Context: an optimization exercise on an open-source flow, tuned for small area, a short achievable clock period and few clock cycles per item. The choices shown serve that exercise and are no tape-out recipe.
The RTL was checked by simulation tests, not by an equivalence proof against the original design.
No activity file was given, so power comes from the tool's default toggle rates.

==> design/flow/design.v <==
module ewma_rtt_estimator (
    input  wire        clk,
    input  wire        rst,
    input  wire        cmd_valid,
    output wire        cmd_ready,
    input  wire [1:0]  cmd_op,
    input  wire [63:0] cmd_data,
    output reg         done,
    output reg  [63:0] est_rtt,
    output reg  [63:0] dev_rtt,
    output reg  [63:0] timeout_interval,
    output reg         rtt_valid
);
    localparam [1:0] OP_UPDATE   = 2'd0;
    localparam [1:0] OP_WRITE_TO = 2'd1;
    localparam [1:0] OP_RESET    = 2'd2;
    localparam [1:0] OP_NOP      = 2'd3;
    localparam [63:0] INIT_TIMEOUT = 64'h0000_0000_0001_0000;  
    assign cmd_ready = 1'b1;
    wire accept = cmd_valid && cmd_ready;
    wire [63:0] sample = cmd_data;
    wire [66:0] est_sum = 67'd7 * {3'b000, est_rtt} + {3'b000, sample};
    wire [63:0] est_new = rtt_valid ? est_sum[66:3] : sample;
    wire [63:0] abs_diff = (sample >= est_new) ? (sample - est_new) : (est_new - sample);
    wire [65:0] dev_sum  = 66'd3 * {2'b00, dev_rtt} + {2'b00, abs_diff};
    wire [63:0] dev_new  = rtt_valid ? dev_sum[65:2] : 64'd0;
    wire [66:0] to_sum = {3'b000, est_new} + {1'b0, dev_new, 2'b00};
    wire [63:0] to_new = (to_sum[66:64] != 3'b000) ? {64{1'b1}} : to_sum[63:0];
    always @(posedge clk) begin
        if (rst) begin
            done             <= 1'b0;
            est_rtt          <= 64'd0;
            dev_rtt          <= 64'd0;
            timeout_interval <= INIT_TIMEOUT;
            rtt_valid        <= 1'b0;
        end else begin
            done <= accept;
            if (accept) begin
                case (cmd_op)
                    OP_UPDATE: begin
                        est_rtt          <= est_new;
                        dev_rtt          <= dev_new;
                        timeout_interval <= to_new;
                        rtt_valid        <= 1'b1;
                    end
                    OP_WRITE_TO: begin
                        timeout_interval <= cmd_data;
                    end
                    OP_RESET: begin
                        est_rtt          <= 64'd0;
                        dev_rtt          <= 64'd0;
                        timeout_interval <= INIT_TIMEOUT;
                        rtt_valid        <= 1'b0;
                    end
                    default: ;  
                endcase
            end
        end
    end
endmodule
==> design/flow/run.sh <==
#!/bin/bash
# synth_recipe.tcl (not shown) runs the flow's synth.tcl, then flattens the netlist and writes it again
# the make line also repeats each setting of config.mk as NAME=value (left out here)
make -C /OpenROAD-flow-scripts/flow DESIGN_CONFIG=/design/flow/config.mk WORK_HOME=/design/flow/orfs CLKGATE_MAP_FILE= SYNTH_SCRIPT=/design/flow/synth_recipe.tcl finish
==> design/flow/config.mk <==
export PLATFORM = sky130hd
export DESIGN_NAME = ewma_rtt_estimator
export DESIGN_NICKNAME = ewma_rtt_estimator
export VERILOG_FILES = /design/flow/design.v
export SDC_FILE = /design/flow/constraint.sdc
export NUM_CORES = 4
export LEC_CHECK = 0
export CAP_MARGIN = 20
export CORE_MARGIN = 2
export CORE_UTILIZATION = 40
export SLEW_MARGIN = 20
==> design/flow/constraint.sdc <==
create_clock -name core_clock -period 18.0 [get_ports {clk}]
set_input_delay 3.6000 -clock core_clock [delete_from_list [all_inputs] [get_ports {clk}]]
set_output_delay 3.6000 -clock core_clock [all_outputs]
set_load 0.01 [all_outputs]
==> run summary <==
- Design Area, Final: 0.03830 mm^2
- Max Clock Freq: 57.84 MHz
- Rows: between 100 and 150
- Final ANT Viol Nets: 0
- Worst Setup Start Kind: input port
- Overall die width: 283.2 um
- CTS sink cnt: between 150 and 200
- CTS Hold Buffers Added: 0
- DIE AREA: 0.08022 mm^2
- Die height: between 200 and 300 um
- Kind of critical path: input port to flop
- Hold Slack: 0.4632 ns
- Final count of hold timing violations: 0
- RD Place Congestion: ~1.0
- Synth warnings: 1
- CTS tree: built
- Reg clk slew, reported paths: 0.09 ns
- Inserted Clock Buffers: 17
- Detailed Place HPWL: between 100,000 and 150,000 um
- Commonest non-fill, non-tap cell in the layout: a21oi_1
- MaxCap Viol Count: 0
- # nets final: 5,228
- CP required: ~18 ns
- Count of input and output buffers: ~260
- Adder-cell share of the synthesized area: 25.28%
- Mapped Cells: 4,144
- Vias: 33,070
- Netlist Area Pre-Place: 0.03119 mm^2
- Max Clock Skew: about 0.032 ns
- Slew Limit Fails: 0
- Worst Setup SP: cmd_data[8]
- Worst path slowest cell: clkdlybuf4s50_1
- Crit path buf inv count: 7
- Minimum clock period: 17.29 ns
- Filler cells: 7,920
- Worst setup EP type: flop
- Share of cells above drive strength 1: 12.11%
- Antenna Cells: 0
- Total global routing overflow: 0
- FF-to-FF Start: est_rtt[6]
- Total Power: 3.118 mW
- DRC viols: 0
- Vias per inst: 5.805
- CTS HTree Levels: 4
- Ports: 264
- Final count of negative-setup-slack endpoints: 0
- Syn_nets: approximately 4,700
- Post-DR wirelength/cell: 24.00 um
- Main combinational cell family by area after synthesis: compound AO/OA/AOI/OAI gates
- Ranking of synthesized cells by area: ha_1 13%, dfxtp_1 12%, fa_1 12%
- R2R setup slack: about 3.5 ns
- Pin slew with the least headroom to its limit: 1.113 ns
- CP delay by family, top: compound AO/OA/AOI/OAI gates
- Share of the synthesized area in the top cell type: 12.96%
- Synth Area in Simple Gates: 15.85%
- VDD IR max: 0.06311 mV
- Pre-antenna DRT Iters: 6
- Crit Path Max Fanout: 11
- Area used by multi-input combinational logic: 0.02508 mm^2
- Core ar.: 0.07734 mm^2
- Dpl ws: -0.2034 ns
- Proportion of synthesized area in mux cells: 1.488%
- FF+latch area: 0.003887 mm^2
- Xor/xnor share of the synthesized area: approximately 6.7%
- Syn_area_per_cell: 7.527 um^2
- Pwr/cell area: 81.42 mW/mm^2
- Dpl cell area: 0.03756 mm^2
- Post-route setup slack: 0.7115 ns
- Largest net degree at the start of global routing: 64
- Sum Neg Setup Slack: 0 ns
- GRT Total Usage: 33.34%
- Vias in the first global route: 32,831
- Post-synth cell types: about 100
- Leading area contributor after synthesis: ha_1
- CP Depth: 56
- Worst skew pair latency: 0.55 ns
- Initial antenna violation count: 1
- Fin crit share: 96.05%
- Lkg Pwr: 17.68 nW
- Seq/Total Area, Yosys: between 10% and 20%
- Reg2reg end: timeout_interval[51]
- DRT iter0 DRCs: 2,396
- Clock tree root buffer cell: clkbuf_16
- Clk buf depth: 2
- Synth Register Bits: between 150 and 200
- FFs w/ async S/R, synth: 0%
- DRT Wirelength: 136,800 um
- HP Class: flop to flop
- Max_slew headroom: between 20% and 30%
- Critical Path AT: 17.74 ns
- Status: complete, no violations
- CP max stage delay: roughly 0.58 ns
- Worst Setup EP: timeout_interval[51]
- Compound-Gate Fraction of Synth Area: 30.60%
- Commonest cells after routing, fill and taps aside: 461 x a21oi_1, 441 x buf_4, 384 x inv_1
- First-pass GRT wire length: between 200,000 and 250,000 um
- Initial Util: 40.33%
- R2r worst-path depth: 56
- Synth Flop Type: dfxtp_1
- Area growth from synthesis to layout: 22.79%
- Post-synth EDFFs: 0
## worst register-to-register path, delay by kind of cell (launching register included)
kind / cells / cell delay, ns
fa+ha+maj: 7 / 2.85
compound gates: 27 / 6.41
flops: 1 / 0.37
xor+xnor: 3 / 0.58
buf+inv: 6 / 0.91
mux: 1 / 0.09
simple gates: 12 / 3.24
## per-stage QoR
stage / util, % / cells
finish: 49.52 / 5697
global route: 49.52 / 5697
CTS: 49.37 / 5695
detailed placement: 48.56 / 5663
global placement: 48.56 / 5663
floorplan: - / 4144
## cell families (layout without fill, tap and decap cells)
family,after synthesis,after routing
compound gates,1483,1483
simple gates,1059,1060
buf+inv,609,1121
fa+ha+maj,515,515
xor+xnor,237,237
flops,194,194
mux,46,46
other cells,1,1
## Yosys cell counts, drive strengths merged (16+ instances only)
cell type  count
a21oi        464
inv          385
nand2        328
ha           323
nor2         313
o21ai        299
dfxtp        194
fa           192
clkbuf       191
a21o         180
xnor2        150
xor2          87
a22oi         85
nand3         85
a211oi        71
o21bai        71
nand4         69
nor3          51
and2          48
mux2i         43
a31oi         39
nor2b         36
and3          33
buf           33
o21a          33
o31ai         29
a22o          28
o211ai        28
nand2b        24
a211o         18
a31o          16
## state kept, by name, summed over array words and instances (netlist names)
name / count
timeout_interval: 64
dev_rtt: 64
done: 1
est_rtt: 64
rtt_valid: 1
## layer usage
| layer | track usage (%) | up-vias | share of wire [%] | routed length, um |
|---|---|---|---|---|
| met1 | 35.13 | 15672 | 36 | 49640 |
| met2 | 58.54 | 1283 | 49 | 66340 |
| met5 | 0 | - | 0 | 0 |
| li1 | - | 15676 | - | - |
| met3 | 4.581 | 439 | 5.0 | 6828 |
| met4 | 28.88 | 0 | 10 | 13950 |
## worst min path at each step
| stage | from | to | cells past startpoint |
|---|---|---|---|
| global placement | timeout_interval[34] | timeout_interval[34] | 2 |
| CTS | timeout_interval[34] | timeout_interval[34] | 2 |
| detailed placement | timeout_interval[34] | timeout_interval[34] | 2 |
| finish | timeout_interval[34] | timeout_interval[34] | 2 |
| floorplan | timeout_interval[30] | timeout_interval[30] | 2 |
| global route | timeout_interval[34] | timeout_interval[34] | 2 |
## power breakdown
| group | switching [mW] | internal, mW |
|---|---|---|
| combinational | 1.28 | 0.899 |
| clock | 0.246 | 0.213 |
| sequential | 0.0304 | 0.454 |
| total | 1.55 | 1.57 |
## area by class of cell
class                   count  area share, %
multi-input cells        3342          65.47
repair buffers            704          15.58
flip-flops and latches    194          10.15
inverters                 385          3.773
well taps                1040          3.398
clock buffers              18          1.121
clock inverters            14         0.5096
## timing repair
item / CTS / global route
endpoints found under the setup margin: 0 / 64
setup buffers: 0 / 1
gates resized for setup: 0 / 27
Testbench counts, summed over its fixed seeds: cycles 12,000, items 12,000.

-- separate check: timing with driven ports --
The results above use ideal ports. As a check the final layout listed here was re-extracted and re-timed, cells and wires unchanged.
Step 1 (the two cells are an assumption about what drives the block):
set clk [get_ports {clk}]
set_driving_cell -lib_cell sky130_fd_sc_hd__clkbuf_16 $clk
set_driving_cell -lib_cell sky130_fd_sc_hd__buf_2 [delete_from_list [all_inputs] $clk]
Step 2, shift: input delay + t, output delay - t, t = (earliest + latest rising clock arrival at the registers) / 2. This alone moves slack from input paths to output paths.
Three values: ideal ports, drivers, drivers and shift; two values: the first two.
shift t [ns]: 0.601
setup WS [ns]: 0.711 / 0.743 / 0.141
worst setup path at the end: input to register
After both steps this run still meets setup and hold. For this run, drivers alone change the setup slack by +0.032 ns; drivers and shift together by -0.570 ns.
